Context: an optimization exercise on an open-source flow, tuned for small area. The choices shown serve that exercise and are no tape-out recipe.
Only simulation tests tie the RTL to the original design; equivalence was not proved.
Power figures rest on the tool's default switching activity, not on a simulated workload.

$ cat design.v
module cmd_check;
endmodule
module mmb4l_link #(
  parameter integer W = 320,
  parameter integer H = 240,
  parameter [7:0] PREAMBLE_BYTE  = 8'hAA,
  parameter integer MAX_FRAME_LEN = 2990,
  parameter integer MIN_FRAME_LEN = 7
) (
  input  wire        clk,
  input  wire        rst,
  input  wire        in_valid,
  input  wire [7:0]  in_byte,
  input  wire        link_reset,
  output reg         pay_valid,
  output reg  [7:0]  pay_byte,
  output reg         frame_valid,
  output wire [7:0]  frame_cmd,
  output wire [11:0] frame_plen,
  output reg         drop_valid,
  output reg  [3:0]  drop_code,
  output reg         flush_valid,
  output wire [14:0] flush_x1,
  output wire [14:0] flush_y1,
  output wire [14:0] flush_x2,
  output wire [14:0] flush_y2
);
  function automatic [18:0] add18(input [17:0] a, input [17:0] b, input ci);
    integer i;
    reg c;
    begin
      c = ci;
      for (i = 0; i < 18; i = i + 1) begin
        add18[i] = a[i] ^ b[i] ^ c;
        c = (a[i] & b[i]) | (c & (a[i] ^ b[i]));
      end
      add18[18] = c;
    end
  endfunction
  reg  [2:0]  st;         
  reg  [11:0] idx;        
  reg  [11:0] plen;       
  reg  [7:0]  csum;
  reg  [2:0]  k;          
  reg  [15:0] x1, y1, fa, fb;    
  reg  [7:0]  s;
  reg         sx, sy;     
  reg  [14:0] sub;        
  reg  [9:0]  m;          
  reg  [1:0]  m3;         
  reg  [14:0] budget;
  reg         over;       
  reg  [16:0] ax, ay;
  assign frame_cmd  = {1'b0, k, 1'b0, k};
  assign frame_plen = plen;
  wire is_fill = (k == 3'd1);
  wire is_draw = (k == 3'd2);
  wire is_blit = (k == 3'd3);
  wire is_scrl = (k == 3'd4);
  wire [7:0]  csum_next = csum ^ in_byte;
  wire        is_cmd = (in_byte == 8'h11) || (in_byte == 8'h22) || (in_byte == 8'h33) ||
                       (in_byte == 8'h44) || (in_byte == 8'h55);
  wire [15:0] L = {in_byte, plen[7:0]};
  wire        l_over  = (in_byte > 8'd11) || ((in_byte == 8'd11) && (plen[7:0] > 8'd174));
  wire        l_short = (in_byte == 8'd0) && (plen[7:0] < 8'd7);
  wire [18:0] p_new = add18({6'd0, L[11:0]}, 18'h3FFF9, 1'b0);    
  wire        at5 = !idx[1];
  wire        dsg = !is_draw;
  wire [15:0] dop_a = {in_byte, at5 ? fa[7:0] : fb[7:0]};
  wire [15:0] dop_b = at5 ? x1 : (is_draw ? fa : y1);
  wire [18:0] dsum = add18({1'b0, dop_a[15] & dsg, dop_a}, ~{1'b0, dop_b[15] & dsg, dop_b}, 1'b1);
  wire        d_neg = dsum[16];
  wire [18:0] dabs = add18({1'b0, dsum[16:0] ^ {17{d_neg}}}, {17'd0, d_neg}, 1'b1);
  wire [16:0] r = dabs[16:0];
  wire [15:0] wh_min = d_neg ? dop_a : fa;
  wire [15:0] wh_max = d_neg ? fa : dop_a;
  wire [16:0] m_src  = is_draw ? {1'b0, wh_min} : r;
  wire [16:0] s_src  = (is_draw && !at5) ? {1'b0, wh_max} : r;
  wire [18:0] bsum = add18({3'd0, budget}, ~{3'd0, sub}, 1'b1);    
  wire        b_borrow = bsum[17];
  wire        m_zero = (m == 10'd0);
  wire [18:0] m_dec = add18({8'd0, m}, 18'h3FFFF, 1'b0);
  wire [11:0] pm16 = plen - 12'd16;
  wire [11:0] pm8  = plen - 12'd8;
  wire        step0 = (idx[2:0] == 3'd0);
  wire        sbit  = step0 ? in_byte[7] : s[~idx[2:0]];
  wire        xe    = x1[~idx[2:0]];
  wire        ye    = y1[~idx[2:0]];
  wire [18:0] xh_m1 = add18({{10{x1[15]}}, x1[15:8]}, 18'h3FFFF, 1'b0);
  wire [18:0] yh_m1 = add18({{10{y1[15]}}, y1[15:8]}, 18'h3FFFF, 1'b0);
  wire [16:0] ax_in = step0 ? xh_m1[16:0] : ax;
  wire [16:0] ay_in = step0 ? yh_m1[16:0] : ay;
  wire [18:0] ax_t  = add18({ax_in, xe}, {2'd0, sbit ? fa : 16'd0}, 1'b1);
  wire [18:0] ay_t  = add18({ay_in, ye}, {2'd0, sbit ? fb : 16'd0}, 1'b1);
  wire        ax_sat = !ax_t[17] && (ax_t[16] || ax_t[15]);
  wire        ay_sat = !ay_t[17] && (ay_t[16] || ay_t[15]);
  wire [16:0] x1s = {x1[15], x1};
  wire [16:0] y1s = {y1[15], y1};
  wire [16:0] x2s = {fa[15], fa};
  wire [16:0] y2s = {fb[15], fb};
  wire [16:0] gx_lo = (!is_draw && sx) ? x2s : x1s;
  wire [16:0] gy_lo = (!is_draw && sy) ? y2s : y1s;
  wire [16:0] gx_hi = is_draw ? ax : (sx ? x1s : x2s);
  wire [16:0] gy_hi = is_draw ? ay : (sy ? y1s : y2s);
  wire lx_big = !gx_lo[16] && ((gx_lo[15:9] != 7'd0) || (gx_lo[8] && (gx_lo[7] || gx_lo[6])));
  wire hx_big = !gx_hi[16] && ((gx_hi[15:9] != 7'd0) || (gx_hi[8] && (gx_hi[7] || gx_hi[6])));
  wire ly_big = !gy_lo[16] && ((gy_lo[15:8] != 8'd0) || (gy_lo[7:4] == 4'hF));
  wire hy_big = !gy_hi[16] && ((gy_hi[15:8] != 8'd0) || (gy_hi[7:4] == 4'hF));
  wire draw_zero = is_draw && ((fa == 16'd0) || (fb == 16'd0) || (s == 8'd0));
  wire ex = lx_big || gx_hi[16];
  wire ey = ly_big || gy_hi[16];
  wire [8:0] cx1 = gx_lo[16] ? 9'd0 : gx_lo[8:0];
  wire [8:0] cx2 = hx_big ? 9'd319 : gx_hi[8:0];
  wire [7:0] cy1 = gy_lo[16] ? 8'd0 : gy_lo[7:0];
  wire [7:0] cy2 = hy_big ? 8'd239 : gy_hi[7:0];
  assign flush_x1 = {6'd0, cx1 & {9{!is_scrl}}};
  assign flush_y1 = {7'd0, cy1 & {8{!is_scrl}}};
  assign flush_x2 = {6'd0, is_scrl ? 9'd319 : cx2};
  assign flush_y2 = {7'd0, is_scrl ? 8'd239 : cy2};
  wire short_p = is_fill ? (plen < 12'd11) :
                 is_draw ? (plen[11:4] == 8'd0) || over || !m_zero :
                 is_blit ? (plen[11:3] == 9'd0) || over || !m_zero :
                 is_scrl ? (plen[11:1] == 11'd0) : 1'b0;
  wire do_flush = is_scrl || ((is_fill || is_draw || is_blit) && !ex && !ey && !draw_zero);
  wire at_end = (idx == plen);
  always @(posedge clk) begin
    pay_valid   <= 1'b0;
    frame_valid <= 1'b0;
    drop_valid  <= 1'b0;
    flush_valid <= 1'b0;
    pay_byte    <= in_byte;
    if (rst) begin
      st <= 3'd0;
    end else if (link_reset) begin
      if (st != 3'd0) begin
        drop_valid <= 1'b1;
        drop_code  <= 4'd7;
      end
      st <= 3'd0;
    end else if (in_valid) begin
      csum <= csum_next;
      case (st)
        3'd0, 3'd1, 3'd2: begin
          if (st == 3'd0) csum <= in_byte;
          if (in_byte == PREAMBLE_BYTE) begin
            st <= st + 3'd1;
          end else begin
            if (st != 3'd0) begin
              drop_valid <= 1'b1;
              drop_code  <= 4'd1;
            end
            st <= 3'd0;
          end
        end
        3'd3: begin
          k <= in_byte[2:0];
          if (is_cmd) begin
            st <= 3'd4;
          end else begin
            drop_valid <= 1'b1;
            drop_code  <= 4'd2;
            st <= 3'd0;
          end
        end
        3'd4: begin
          plen[7:0] <= in_byte;
          st <= 3'd5;
        end
        3'd5: begin
          idx  <= 12'd0;
          plen <= p_new[11:0];
          if (l_over) begin
            drop_valid <= 1'b1;
            drop_code  <= 4'd3;
            st <= 3'd0;
          end else if (l_short) begin
            drop_valid <= 1'b1;
            drop_code  <= 4'd4;
            st <= 3'd0;
          end else begin
            st <= 3'd6;
          end
        end
        default: begin
          if (at_end) begin
            st <= 3'd0;
            if (csum_next != 8'd0) begin
              drop_valid <= 1'b1;
              drop_code  <= 4'd6;
            end else begin
              frame_valid <= 1'b1;
              if (short_p) begin
                drop_valid <= 1'b1;
                drop_code  <= 4'd8;
              end else begin
                flush_valid <= do_flush;
              end
            end
          end else begin
            pay_valid <= 1'b1;
            idx <= idx + 12'd1;
            case (idx)
              12'd0: x1[7:0]  <= in_byte;
              12'd1: x1[15:8] <= in_byte;
              12'd2: y1[7:0]  <= in_byte;
              12'd3: y1[15:8] <= in_byte;
              12'd4: fa[7:0]  <= in_byte;
              12'd5: fa[15:8] <= in_byte;
              12'd6: fb[7:0]  <= in_byte;
              12'd7: fb[15:8] <= in_byte;
              12'd8: s        <= in_byte;
              default: ;
            endcase
            if (idx == 12'd5) begin
              sx  <= d_neg;
              sub <= (s_src[16:15] != 2'd0) ? 15'h7FFF : s_src[14:0];
            end
            if (idx == 12'd7) begin
              sy     <= d_neg;
              if (is_draw) sub <= (s_src[16:15] != 2'd0) ? 15'h7FFF : s_src[14:0];
              m      <= m_src[9:0];
              m3     <= 2'd0;
              over   <= (m_src[16:10] != 7'd0);
              budget <= is_draw ? {pm16, 3'd0} : {3'd0, pm8};
            end
            if (idx[11:3] != 9'd0 && !m_zero) begin
              budget <= bsum[14:0];
              if (b_borrow) over <= 1'b1;
              if (!is_draw && m3 != 2'd2) begin
                m3 <= m3 + 2'd1;
              end else begin
                m3 <= 2'd0;
                m  <= m_dec[9:0];
              end
            end
            if (idx[11:3] == 9'd1) begin
              ax <= ax_sat ? 17'h07FFF : ax_t[16:0];
              ay <= ay_sat ? 17'h07FFF : ay_t[16:0];
            end
          end
        end
      endcase
    end
  end
endmodule
$ cat constraint.sdc
create_clock -name core_clock -period 18.0 [get_ports {clk}]
set_input_delay 3.6000 -clock core_clock [delete_from_list [all_inputs] [get_ports {clk}]]
set_output_delay 3.6000 -clock core_clock [all_outputs]
set_load 0.01 [all_outputs]
$ cat run.sh
#!/bin/bash
# synth_recipe.tcl (not shown) runs the flow's synth.tcl, then flattens the netlist and writes it again
# the make line also repeats each setting of config.mk as NAME=value (left out here)
make -C /OpenROAD-flow-scripts/flow DESIGN_CONFIG=/design/flow/config.mk WORK_HOME=/design/flow/orfs CLKGATE_MAP_FILE= SYNTH_SCRIPT=/design/flow/synth_recipe.tcl finish
$ cat config.mk
export PLATFORM = sky130hd
export DESIGN_NAME = mmb4l_link
export DESIGN_NICKNAME = mmb4l_link
export VERILOG_FILES = /design/flow/design.v
export SDC_FILE = /design/flow/constraint.sdc
export NUM_CORES = 4
export LEC_CHECK = 0
export CAP_MARGIN = 20
export CORE_MARGIN = 2
export CORE_UTILIZATION = 40
export SLEW_MARGIN = 20
==> results.py <==
metrics = {
    "cells_and_area": {
        "area_growth_syn_to_layout_pct": 13.7,
        "fin_area_um2": 16000,
        "most_frequent_cells_in_the_layout": "193 x sky130_fd_sc_hd__nand2_1, 190 x sky130_fd_sc_hd__edfxtp_1, 104 x sky130_fd_sc_hd__inv_1",
        "diodes": 0,
        "nFillCells": 3269,
        "final_cell_count_no_fill": 1872,
        "final_common_cell": "sky130_fd_sc_hd__nand2_1",
        "nNetsFinal": 1542,
        "fraction_of_layout_instances_using_a_drive_strength_above_1": 0.0734,
    },
    "place": {
        "gpl.final_weighted_congestion": 0.954,
        "io_buffers": 79,
        "pre_cts_ws_ns": 4.39,
        "dpl_cell_area_um2": 15200,
        "dp_cells": 1827,
        "dpl.hpwl_um": 30300,
    },
    "timing": {
        "fin_worst_hold_slack_ns": 0.575,
        "finalSetupViolations": 0,
        "final.min_clock_period_ns": 13.67,
        "worst-slew-pin-transition_ns": 0.990,
        "max-slew-margin-rel": 0.339,
        "finalMaxSlewViolations": 0,
        "hold_violations": 0,
        "unrepaired_setup_endpoints_after_global_routing": "no",
        "final_min_period_over_clock_period": 0.759,
        "post-route-worst-setup-slack_ns": 4.33,
        "final.setup_skew_ns": 0.0119,
        "max_freq_ghz": 0.0731,
        "timing.setup.tns_ns": 0,
    },
    "die": {
        "die_area_um2": 36700,
        "initial_core_util": 0.407,
        "fp-row-count": 68,
        "coreArea_um2": 34600,
        "fp.dieH_um": 192,
        "ios": 108,
        "die_x_um": 192,
    },
    "clock_tree": {
        "clock_tree.buffer_depth": 3,
        "tritoncts_num_sinks": 205,
        "cts_tree": "built",
        "root_buffer": "sky130_fd_sc_hd__clkbuf_16",
        "cts_repair_resize_count": 0,
        "ctsHtreeMaxLevel": 1,
        "cts_hold_buf": 0,
        "cts.reportedPaths.clkPinSlew_ns": 0.06,
        "post_cts_buffers": 0,
        "clock_insertion_delay_worst_skew_ns": 0.53,
        "numCtsBuffers": 24,
    },
    "grt": {
        "groute.layer.met3.usage": 0.0312,
        "total_grt_usage": 0.231,
        "grt_pass1_vias": 10639,
        "globalRouteMet1Util": 0.320,
        "top_usage_layer": "met2",
        "grt_antenna_before_repair": 0,
        "gr-usage-met2": 0.375,
        "grt_first_pass_wirelength_um": 64400,
        "grt_max_degree": 71,
        "gr-total-overflow": 0,
    },
    "synth": {
        "postSynthCellCount": 1355,
        "dominantRegCellSynth": "sky130_fd_sc_hd__edfxtp_1",
        "ys_types": 74,
        "synth_seq_cells": 205,
        "synth-seq-area-share": 0.426,
        "syn_area_cell_um2": 10.4,
        "synth_edf_count": 190,
        "fraction_of_registers_with_async_set_reset": 0,
        "ys_warn_count": 1,
        "synth.cell_area_um2": 14100,
    },
    "setup_path": {
        "crit_top_cell": "sky130_fd_sc_hd__ha_1",
        "required_ns": 18.23,
        "critical-path-slowest-cell": "sky130_fd_sc_hd__fa_1",
        "crit_path_end_kind": "register",
        "crit_path_launch_type": "register",
        "critPathMaxFanout": 35,
        "timing.critical_path.arrival_ns": 13.90,
        "timing.critical_path.slowest_cell_delay_ns": 0.74,
        "worstSetupPathType": "reg -> reg",
    },
    "route": {
        "viasPerCell": 5.61,
        "detailedRoute.firstIterationViolations": 1040,
        "wl_um": 41600,
        "dr.pass1.iters": 6,
        "vias": 10507,
        "postRouteAntennaNets": 0,
        "drc": 0,
        "wl_per_cell_um": 22.2,
    },
    "status": {
        "status": "finished clean",
    },
    "pwr": {
        "peakVddDrop_uv": 60.3,
        "powerDensity_nw_per_um2": 68.8,
        "leakage_power_of_the_design_nw": 6.13,
    },
    "flow_run": {
        "cap_viol_max_count": 0,
    },
    "hold_path": {
        "hold_crit_class": "reg -> reg",
    },
}
## kinds of logic after synthesis
| family | Yosys count | share of synthesized area |
|---|---|---|
| AND/OR/NAND/NOR | 439 | 0.150 |
| XOR/XNOR | 68 | 0.0423 |
| AO/OA/AOI/OAI | 229 | 0.111 |
| adder cells (fa/ha/maj) | 131 | 0.148 |
| other | 1 | 0.000266 |
| multiplexers | 65 | 0.0523 |
| buffers and inverters | 217 | 0.0699 |
| flip-flops | 205 | 0.426 |
## critical path, delay by kind of cell (launching register included)
| kind | cells | cell delay, ns |
|---|---|---|
| adders and majority gates | 31 | 9.16 |
| and+or+nand+nor | 4 | 1.64 |
| xor gates and xnor gates | 2 | 0.84 |
| buffers and inverters | 6 | 0.77 |
| DFF | 1 | 0.50 |
| AOI/OAI and AO/OA | 2 | 0.41 |
## layout make-up
class | instances | area, µm² | share of cell area
flip-flops and latches | 205 | 6010 | 0.375
inverters | 104 | 390 | 0.0244
multi-input cells | 960 | 7220 | 0.451
clock buffers | 30 | 644 | 0.0402
repair buffers | 104 | 978 | 0.0611
clock inverters | 14 | 201 | 0.0126
well taps | 455 | 569 | 0.0356
## state kept, by name, indices dropped and copies added (netlist names), 15 cells and up
| name | count |
|---|---|
| budget | 15 |
| ax | 17 |
| fb | 16 |
| fa | 16 |
| y1 | 16 |
| ay | 17 |
| sub | 15 |
| x1 | 16 |
## per-layer routing
metal / share of wire / vias to the layer above
li1: - / 4801
met5: 0 / -
met4: 0.033 / 0
met1: 0.43 / 5194
met2: 0.47 / 429
met3: 0.068 / 83
## cell usage after synthesis, drive strengths merged, types with 21 or more instances
cell type  count  area, µm²
a21oi         50        250
a221oi        21        246
and2          26        163
buf           60        395
clkbuf        53        199
edfxtp       190       5710
fa            59       1180
ha            72        901
inv          104        390
mux2i         50        500
nand2        194        736
nand3         28        140
nor2          81        312
nor4          23        159
o211ai        28        210
o21ai         67        335
xnor2         38        333
xor2          30        263
## where the power goes
part / switching, mW / internal (mW)
Clock: 0.203 / 0.325
Sequential: 0.000871 / 0.518
Combinational: 0.0336 / 0.0196
Total: 0.238 / 0.863
## path summary, 6_finish.rpt
kind                            startpoint  endpoint  slack (ns)  depth (start not counted)
worst min register to register       m3[0]     m3[0]        0.57                          1
worst min-delay path                 m3[0]     m3[0]        0.57                          1
worst max-delay path                  k[1]    sub[2]        4.33                         45
worst max register to register        k[1]    sub[2]        4.33                         45
## stage by stage
| step | power [mW] | utilization |
|---|---|---|
| floorplan | 0.566 | - |
| global placement | 0.582 | 0.438 |
| detailed placement | 0.582 | 0.438 |
| CTS | 1.11 | 0.462 |
| global route | 1.13 | 0.462 |
| finish | 1.10 | 0.462 |

## port drivers added, routing unchanged
No port has a modelled driver above. Below, the same layout with a new extraction and two added sets of constraints.
Step 1 sets driving cells, clkbuf_16 on the clock port and buf_2 on the other inputs (assumed; they add their load-dependent delay and slew).
Step 2 times the ports against the registers' clock, not the clock port: input delays grow and output delays shrink by t, the midpoint of the rising clock arrivals with the driver on.
a / b / c = no drivers / after step 1 / after step 2; a / b = the first two.
t, ns: 0.575
setup WS [ns]: 4.329 / 4.329 / 4.329
worst setup path after step 2: register to register
worst data-port slew with drivers (ns): 0.04
pins driven straight from the clock port: 1
After both steps this run still meets setup and hold. For this run, drivers alone change the setup slack by 0.000 ns; drivers and shift together by 0.000 ns.
